This design comes from an exercise in tuning for small area, a short achievable clock period and few clock cycles on the open sky130 flow, not from production work.
RTL that was checked went through simulation tests only; none was proved equivalent to the original.

oak:
==> flow/design.v <==
module sloth_modmul #(
    parameter W = 128,
    parameter K = 3
) (
    input  wire [W+1:0] ss,
    input  wire [W+1:0] sc,
    input  wire [K-1:0] a,
    input  wire [W:0]   b,
    input  wire [W-1:0] p,
    output wire [W+1:0] ss_o,
    output wire [W+1:0] sc_o
);
    function [K-1:0] qbits;
        input [K-1:0] s0, c0, b0, p0, av;
        integer jj;
        reg [K-1:0] t;
        begin
            t = s0 + c0;
            for (jj = 0; jj < K; jj = jj + 1) begin
                t = t + (av[jj] ? b0 : {K{1'b0}});
                qbits[jj] = t[0];
                t = (t + (t[0] ? p0 : {K{1'b0}})) >> 1;
            end
        end
    endfunction
    wire [K-1:0] q = qbits(ss[K-1:0], sc[K-1:0], b[K-1:0], p[K-1:0], a);
    wire [W+1:0] s_s [0:K];
    wire [W+1:0] s_c [0:K];
    assign s_s[0] = ss;
    assign s_c[0] = sc;
    genvar j;
    generate
        for (j = 0; j < K; j = j + 1) begin : g_step
            wire [W+2:0] x1 = {1'b0, s_s[j]};
            wire [W+2:0] x2 = {1'b0, s_c[j]};
            wire [W+2:0] x3 = {2'b0, b & {(W+1){a[j]}}};
            wire [W+2:0] u  = x1 ^ x2 ^ x3;
            wire [W+2:0] v  = {(x1 & x2) | (x1 & x3) | (x2 & x3), 1'b0};
            wire [W+2:0] y3 = {3'b0, p & {W{q[j]}}};
            wire [W+2:0] s2 = u ^ v ^ y3;
            wire [W+2:0] c2 = (u & v) | (u & y3) | (v & y3);
            assign s_s[j+1] = s2[W+2:1];
            assign s_c[j+1] = c2[W+1:0];
        end
    endgenerate
    assign ss_o = s_s[K];
    assign sc_o = s_c[K];
endmodule
module sloth_round_engine #(
    parameter W = 128
) (
    input  wire         clk,
    input  wire         rst,
    input  wire         start,
    input  wire         mode,
    input  wire [31:0]  rounds,
    input  wire [W-1:0] p,
    input  wire [W-1:0] x,
    output wire         ready,
    output reg          done,
    output wire [W-1:0] y,
    output reg          xr
);
    localparam K   = 4;
    localparam NIT = (W + K - 1) / K;    
    localparam NR  = NIT * K;
    localparam S_IDLE  = 4'd0;
    localparam S_INIT  = 4'd1;    
    localparam S_INIT2 = 4'd2;    
    localparam S_ROUND = 4'd3;    
    localparam S_R2    = 4'd4;    
    localparam S_DBL   = 4'd5;    
    localparam S_EXP   = 4'd6;    
    localparam S_MM    = 4'd7;    
    localparam S_CONV  = 4'd8;    
    localparam S_XLD   = 4'd9;    
    localparam S_DMX1  = 4'd10;   
    localparam S_DMX2  = 4'd11;   
    localparam OP_SQ  = 3'd0;
    localparam OP_MUL = 3'd1;
    localparam OP_OUT = 3'd2;
    localparam OP_RED = 3'd3;
    localparam OP_DSQ = 3'd4;
    reg [3:0]    state, nst;
    reg          rdy;
    reg          mode_r;
    reg [31:0]   rc;
    reg [W-1:0]  P;
    reg [W-1:0]  X;
    reg [W:0]    A;
    reg [W:0]    B;
    reg [W+1:0]  Ss, Sc;
    reg [7:0]    bl_r;        
    reg [6:0]    t_r;         
    reg [7:0]    n_r;         
    reg [6:0]    nit_r;       
    reg [6:0]    mm_cnt;      
    reg [8:0]    dbl_cnt;
    reg [6:0]    i_r;         
    reg [2:0]    op;
    reg          ph;          
    reg          big_r;       
    reg          e_r;         
    reg          f_mm, f_ux, f_u2x, f_ub, f_sub;
    assign ready = rdy;
    assign y     = X;
    function [7:0] bitlen;
        input [W-1:0] v;
        integer k;
        begin
            bitlen = 8'd0;
            for (k = 0; k < W; k = k + 1)
                if (v[k]) bitlen = k + 1;
        end
    endfunction
    function [6:0] tones;
        input [W-3:0] v;
        integer k;
        reg f;
        begin
            tones = 7'd0;
            f = 1'b1;
            for (k = 0; k < W - 2; k = k + 1) begin
                f = f & v[k];
                if (f) tones = k + 1;
            end
        end
    endfunction
    wire [7:0] nit_calc = (bl_r + 8'd2 + K - 1) / K;
    wire [7:0] n_calc   = nit_calc * K;
    wire [W-1:0] m_th;    
    wire [W-1:0] hi_th;   
    genvar g;
    generate
        for (g = 0; g < W; g = g + 1) begin : g_th
            assign m_th[g]  = (g < bl_r[7:1]);
            assign hi_th[g] = (g >= bl_r);
        end
    endgenerate
    wire [W-2:0] pk = {1'b0, P[W-1:2]};
    wire e_bit = (i_r > t_r) ? pk[i_r] : (i_r == t_r);
    wire [W+1:0] ss_n, sc_n;
    sloth_modmul #(.W(W), .K(K)) u_mm (
        .ss   (Ss),
        .sc   (Sc),
        .a    (A[K-1:0]),
        .b    (B),
        .p    (P),
        .ss_o (ss_n),
        .sc_o (sc_n)
    );
    wire [W:0]   u   = ({(W+1){f_ux}}  & {1'b0, X})
                     | ({(W+1){f_u2x}} & {X, 1'b0})
                     | ({(W+1){f_ub}}  & B);
    wire [W+1:0] np  = {(W+2){f_sub}} & ~{2'b00, P};
    wire [W+1:0] op1 = Ss | {1'b0, u};
    wire [W+1:0] op2 = Sc | np;
    wire [W+2:0] sum = {1'b0, op1} + {1'b0, op2} + {{(W+2){1'b0}}, f_sub};
    wire         ge  = sum[W+2];
    wire [W-1:0] red = ge ? sum[W-1:0] : u[W-1:0];
    wire [W:0] one = {{W{1'b0}}, 1'b1};
    always @(*) begin
        nst = state;
        case (state)
        S_IDLE:  if (start) nst = S_INIT;
        S_INIT:  nst = (rc == 32'd0) ? S_IDLE : S_INIT2;
        S_INIT2: nst = S_ROUND;
        S_ROUND: nst = S_R2;
        S_R2:    nst = big_r ? S_MM : S_DBL;
        S_DBL:   if (dbl_cnt == 9'd0) begin
                     if (!mode_r) nst = S_EXP;
                     else if (ph) nst = S_MM;
                 end
        S_EXP:   if (e_bit) nst = S_MM;
        S_MM:    if (mm_cnt == 7'd1) nst = S_CONV;
        S_CONV:  nst = (op == OP_SQ || op == OP_MUL) ? S_MM : S_XLD;
        S_XLD:   nst = (op == OP_RED) ? S_DBL :
                       (op == OP_DSQ) ? S_DMX1 :
                       (rc == 32'd1) ? S_IDLE : S_ROUND;
        S_DMX1:  nst = S_DMX2;
        S_DMX2:  nst = (rc == 32'd1) ? S_IDLE : S_ROUND;
        default: nst = S_IDLE;
        endcase
        if (rst) nst = S_IDLE;
    end
    always @(posedge clk) begin
        state <= nst;
        f_mm  <= (nst == S_MM);
        f_ux  <= (nst == S_INIT) || (nst == S_R2) || (nst == S_DMX2);
        f_u2x <= (nst == S_DBL);
        f_ub  <= (nst == S_XLD);
        f_sub <= (nst == S_INIT) || (nst == S_R2) || (nst == S_DMX2) ||
                 (nst == S_DBL) || (nst == S_XLD);
        e_r   <= e_bit;
        Ss    <= f_mm ? ss_n : {(W+2){1'b0}};
        Sc    <= f_mm ? sc_n : {(W+2){1'b0}};
        if (state != S_MM)
            mm_cnt <= (state == S_R2 && big_r) ? NIT[6:0] : nit_r;
        else
            mm_cnt <= mm_cnt - 1'b1;
        if (rst) begin
            rdy  <= 1'b1;
            done <= 1'b0;
        end else begin
            done <= 1'b0;
            case (state)
            S_IDLE: begin
                if (start) begin
                    rdy    <= 1'b0;
                    mode_r <= mode;
                    P      <= p;
                    X      <= x;
                    rc     <= rounds;
                end
            end
            S_INIT: begin
                bl_r <= bitlen(P);
                t_r  <= tones(P[W-1:2]);
                xr   <= ge;
                if (rc == 32'd0) begin
                    done <= 1'b1;
                    rdy  <= 1'b1;
                end
            end
            S_INIT2: begin
                nit_r <= nit_calc[6:0];
                n_r   <= n_calc;
                big_r <= |(X & hi_th);
            end
            S_ROUND: begin
                if (!mode_r)
                    X <= X ^ m_th;
            end
            S_R2: begin
                ph <= 1'b0;
                if (big_r) begin
                    A       <= {1'b0, X};
                    B       <= one;
                    op      <= OP_RED;
                    dbl_cnt <= mode_r ? NR : NR + n_r;
                end else begin
                    X       <= red;
                    dbl_cnt <= mode_r ? 9'd0 : {1'b0, n_r};
                end
            end
            S_DBL: begin
                if (dbl_cnt != 9'd0) begin
                    X       <= red;
                    dbl_cnt <= dbl_cnt - 1'b1;
                end else if (!mode_r) begin
                    i_r <= bl_r[6:0] - 7'd2;
                end else if (!ph) begin
                    A       <= {1'b0, X};
                    ph      <= 1'b1;
                    dbl_cnt <= {1'b0, n_r};
                end else begin
                    B  <= {1'b0, X};
                    op <= OP_DSQ;
                end
            end
            S_EXP: begin
                if (e_bit) begin
                    A <= {1'b0, X};
                    if (i_r == 7'd0) begin
                        B  <= one;
                        op <= OP_OUT;
                    end else begin
                        B   <= {1'b0, X};
                        op  <= OP_SQ;
                        i_r <= i_r - 1'b1;
                    end
                end else begin
                    i_r <= i_r - 1'b1;
                end
            end
            S_MM: begin
                A <= A >> K;
            end
            S_CONV: begin
                A <= sum[W:0];
                case (op)
                OP_SQ: begin
                    if (e_r) begin
                        B  <= {1'b0, X};
                        op <= OP_MUL;
                    end else if (i_r == 7'd0) begin
                        B  <= one;
                        op <= OP_OUT;
                    end else begin
                        B   <= sum[W:0];
                        i_r <= i_r - 1'b1;
                    end
                end
                OP_MUL: begin
                    if (i_r == 7'd0) begin
                        B  <= one;
                        op <= OP_OUT;
                    end else begin
                        B   <= sum[W:0];
                        op  <= OP_SQ;
                        i_r <= i_r - 1'b1;
                    end
                end
                default: begin
                    B <= sum[W:0];
                end
                endcase
            end
            S_XLD: begin
                X <= red;
                if (op != OP_RED && op != OP_DSQ) begin
                    rc    <= rc - 1'b1;
                    big_r <= 1'b0;
                    if (rc == 32'd1) begin
                        done <= 1'b1;
                        rdy  <= 1'b1;
                    end
                end
            end
            S_DMX1: begin
                X <= X ^ m_th;
            end
            S_DMX2: begin
                X     <= red;
                rc    <= rc - 1'b1;
                big_r <= 1'b0;
                if (rc == 32'd1) begin
                    done <= 1'b1;
                    rdy  <= 1'b1;
                end
            end
            default: ;
            endcase
        end
    end
endmodule
Settings: LEC_CHECK=0, CAP_MARGIN=20, CORE_MARGIN=2, CORE_UTILIZATION=40, SLEW_MARGIN=20; clock period 14.0 ns.
run.sh (not shown) runs the stock make flow with config.mk's settings and CLKGATE_MAP_FILE= SYNTH_SCRIPT=/design/flow/synth_recipe.tcl, a recipe that flattens the netlist after the stock synthesis.
## Diff of input files: pine against oak
--- a/flow/design.v
+++ b/flow/design.v
@@ -59,11 +59,11 @@
     output wire         ready,
     output reg          done,
     output wire [W-1:0] y,
     output reg          xr
 );
-    localparam K   = 4;
+    localparam K   = 3;
     localparam NIT = (W + K - 1) / K;    
     localparam NR  = NIT * K;
     localparam S_IDLE  = 4'd0;
     localparam S_INIT  = 4'd1;    
     localparam S_INIT2 = 4'd2;    
## What came out
Looking at sequential share of layout area, pine sits 1.4 points higher than oak does.
pine vs. oak: initial core utilization went up by 0.17 points.
Per the comparison of pine with oak, final critical path time including I/O delays and setup saw an increase; number of distinct library cell variants in the gate-level netlist after synthesis went up by 4.3%; placed wire-length estimate now larger.
In the reports for oak and pine, the smaller core utilization belongs to oak.
Setup slack at placement was lower in oak than in pine.
Summary of the comparison: final non-filler cell total is lower in pine, relative to oak.
Compared with oak, in pine hold slack now smaller; global-route met1 utilization moved up.
Function was not checked in any run of this note: the RTL went through the layout flow alone.

---

rev 12:
Another version of the RTL of sloth_round_engine (not shown whole).
Size in the first run: about 9400 cells after synthesis, roughly 1000 flip-flops, about 420 I/O pins, roughly 0.089 mm2 of cells after synthesis.
==> flow/config.mk <==
export PLATFORM = sky130hd
export DESIGN_NAME = sloth_round_engine
export DESIGN_NICKNAME = sloth_round_engine
export VERILOG_FILES = /design/flow/design.v
export SDC_FILE = /design/flow/constraint.sdc
export NUM_CORES = 4
export LEC_CHECK = 0
export CAP_MARGIN = 40
export CORE_MARGIN = 2
export CORE_UTILIZATION = 55
export SLEW_MARGIN = 40
==> flow/constraint.sdc <==
create_clock -name core_clock -period 14.0 [get_ports {clk}]
set_input_delay 2.8000 -clock core_clock [delete_from_list [all_inputs] [get_ports {clk}]]
set_output_delay 2.8000 -clock core_clock [all_outputs]
set_load 0.01 [all_outputs]
standard.sh (not shown) runs the stock make flow with config.mk's settings and CLKGATE_MAP_FILE= SYNTH_SCRIPT=/design/flow/synth_recipe.tcl, a recipe that flattens the netlist after the stock synthesis.
==> flow/flow/run.sh <==
#!/bin/bash
# Standard layout, with the resizer asked for more setup slack than the
# period needs (same clock and constraints), without its rebuffering move.
set -euo pipefail
export SETUP_SLACK_MARGIN=9
export SETUP_MOVE_SEQUENCE="unbuffer,sizeup,swap,clone,split"
bash standard.sh > standard_flow.log 2>&1
Testbench counts of rev 12, summed over its fixed seeds: cycles 60,552.
Edits applied to the flow inputs when going from rev 12 to rev 13:
-- flow/design.v --
<<< rev 12, line 81
    localparam S_INIT2 = 4'd2;    
    localparam S_ROUND = 4'd3;    
    localparam S_R3    = 4'd5;    
    localparam S_DBL   = 4'd6;    
>>> rev 13, line 81
    localparam S_INIT2 = 4'd2;    
    localparam S_ROUND = 4'd3;    
    localparam S_R2    = 4'd4;    
    localparam S_R3    = 4'd5;    
    localparam S_DBL   = 4'd6;    
<<< rev 12, line 119
    reg          big_r;       
    reg          e0_r, e1_r;  
    reg          f_mm, f_ux, f_u2x, f_ub, f_sub;
    assign ready = rdy;
    assign y     = X;
>>> rev 13, line 120
    reg          big_r;       
    reg          e0_r, e1_r;  
    reg          f_mm, f_ux, f_uh, f_u2x, f_ub, f_sub;
    assign ready = rdy;
    assign y     = X;
<<< rev 12, line 155
    wire [7:0] n_calc   = nit_calc * K;
    wire [W-1:0] m_th;    
    wire [W-1:0] hi_th;   
    genvar g;
    generate
        for (g = 0; g < W; g = g + 1) begin : g_th
            assign m_th[g]  = (g < bl_r[7:1]);
            assign hi_th[g] = (g >= bl_r);
        end
    endgenerate
>>> rev 13, line 156
    wire [7:0] n_calc   = nit_calc * K;
    wire [W-1:0] m_th;    
    genvar g;
    generate
        for (g = 0; g < W; g = g + 1) begin : g_th
            assign m_th[g] = (g < bl_r[7:1]);
        end
    endgenerate
<<< rev 12, line 185
    );
    wire [W:0]   u   = ({(W+1){f_ux}}  & {1'b0, X})
                     | ({(W+1){f_u2x}} & {X, 1'b0})
                     | ({(W+1){f_ub}}  & B);
>>> rev 13, line 184
    );
    wire [W:0]   u   = ({(W+1){f_ux}}  & {1'b0, X})
                     | ({(W+1){f_uh}}  & {2'b0, X[W-1:1]})
                     | ({(W+1){f_u2x}} & {X, 1'b0})
                     | ({(W+1){f_ub}}  & B);
<<< rev 12, line 201
        S_INIT:  nst = (rc == 32'd0) ? S_IDLE : S_INIT2;
        S_INIT2: nst = S_ROUND;
        S_ROUND: nst = S_R3;
        S_R3:    nst = big_r ? S_MM : S_DBL;
        S_DBL:   if (dbl_cnt == 9'd0) nst = S_MM;
>>> rev 13, line 201
        S_INIT:  nst = (rc == 32'd0) ? S_IDLE : S_INIT2;
        S_INIT2: nst = S_ROUND;
        S_ROUND: nst = S_R2;
        S_R2:    nst = S_R3;
        S_R3:    nst = big_r ? S_MM : S_DBL;
        S_DBL:   if (dbl_cnt == 9'd0) nst = S_MM;
<<< rev 12, line 254
        f_mm  <= (nst == S_MM);
        f_ux  <= (nst == S_INIT) || (nst == S_R3) || (nst == S_DMX2);
        f_u2x <= (nst == S_DBL);
        f_ub  <= (nst == S_XLD);
        f_sub <= (nst == S_INIT) || (nst == S_R3) ||
                 (nst == S_DMX2) || (nst == S_DBL) || (nst == S_XLD);
        e0_r  <= e0;
>>> rev 13, line 255
        f_mm  <= (nst == S_MM);
        f_ux  <= (nst == S_INIT) || (nst == S_R3) || (nst == S_DMX2);
        f_uh  <= (nst == S_R2);
        f_u2x <= (nst == S_DBL);
        f_ub  <= (nst == S_XLD);
        f_sub <= (nst == S_INIT) || (nst == S_R2) || (nst == S_R3) ||
                 (nst == S_DMX2) || (nst == S_DBL) || (nst == S_XLD);
        e0_r  <= e0;
<<< rev 12, line 309
                n_r   <= n_calc;
            end
            S_ROUND: begin
                big_r <= |(X & hi_th);
            end
            S_R3: begin
>>> rev 13, line 311
                n_r   <= n_calc;
            end
            S_R2: begin
                big_r <= ge;
            end
            S_R3: begin
### Flow results
- Number of sinks driven by the clock tree: rev 13 vs rev 12 — no meaningful difference
- Compared to rev 12, rev 13 shows a wider setup margin.
- From rev 12 to rev 13 the numbers moved as follows: upper clock frequency limit saw an increase, multi-input logic portion of the cell area fell by 0.80 points, met3 usage in global routing -7.5 points, area overhead of the layout relative to synthesis down 0.77 points, clock-buffer cell count grew by 13.
- In rev 13 relative to rev 12, number of antenna violations at the first check in global routing had gone down by more than a quarter.
- Going from rev 12 to rev 13, global-route met2 utilization dropped 5.0 points.
Testbench counts of rev 13, summed over its fixed seeds: cycles 60,604.

[port drivers added, routing unchanged]
No port has a modelled driver above. Below, the same layouts with a new extraction and two added sets of constraints.
Step 1, drivers: a clkbuf_16 drives clk and a buf_2 each remaining input, both assumed.
Step 2, shift: input delay + t, output delay - t, t = (earliest + latest rising clock arrival at the registers) / 2. This alone moves slack from input paths to output paths.
Slacks: ideal / step 1 / step 2; pairs: ideal / step 1.
run	t (ns)	setup WS [ns]	latest minus earliest clock arrival (ns)	cell pins on the clock port's net
oak	0.877	5.031 / 5.031 / 5.031	0.064 / 0.063	1
pine	0.902	4.838 / 4.838 / 4.838	0.054 / 0.054	1
rev 12	0.896	7.857 / 7.857 / 7.857	0.048 / 0.048	1
rev 13	0.879	8.414 / 8.414 / 8.414	0.044 / 0.044	1
After both steps every run listed still meets setup and hold.
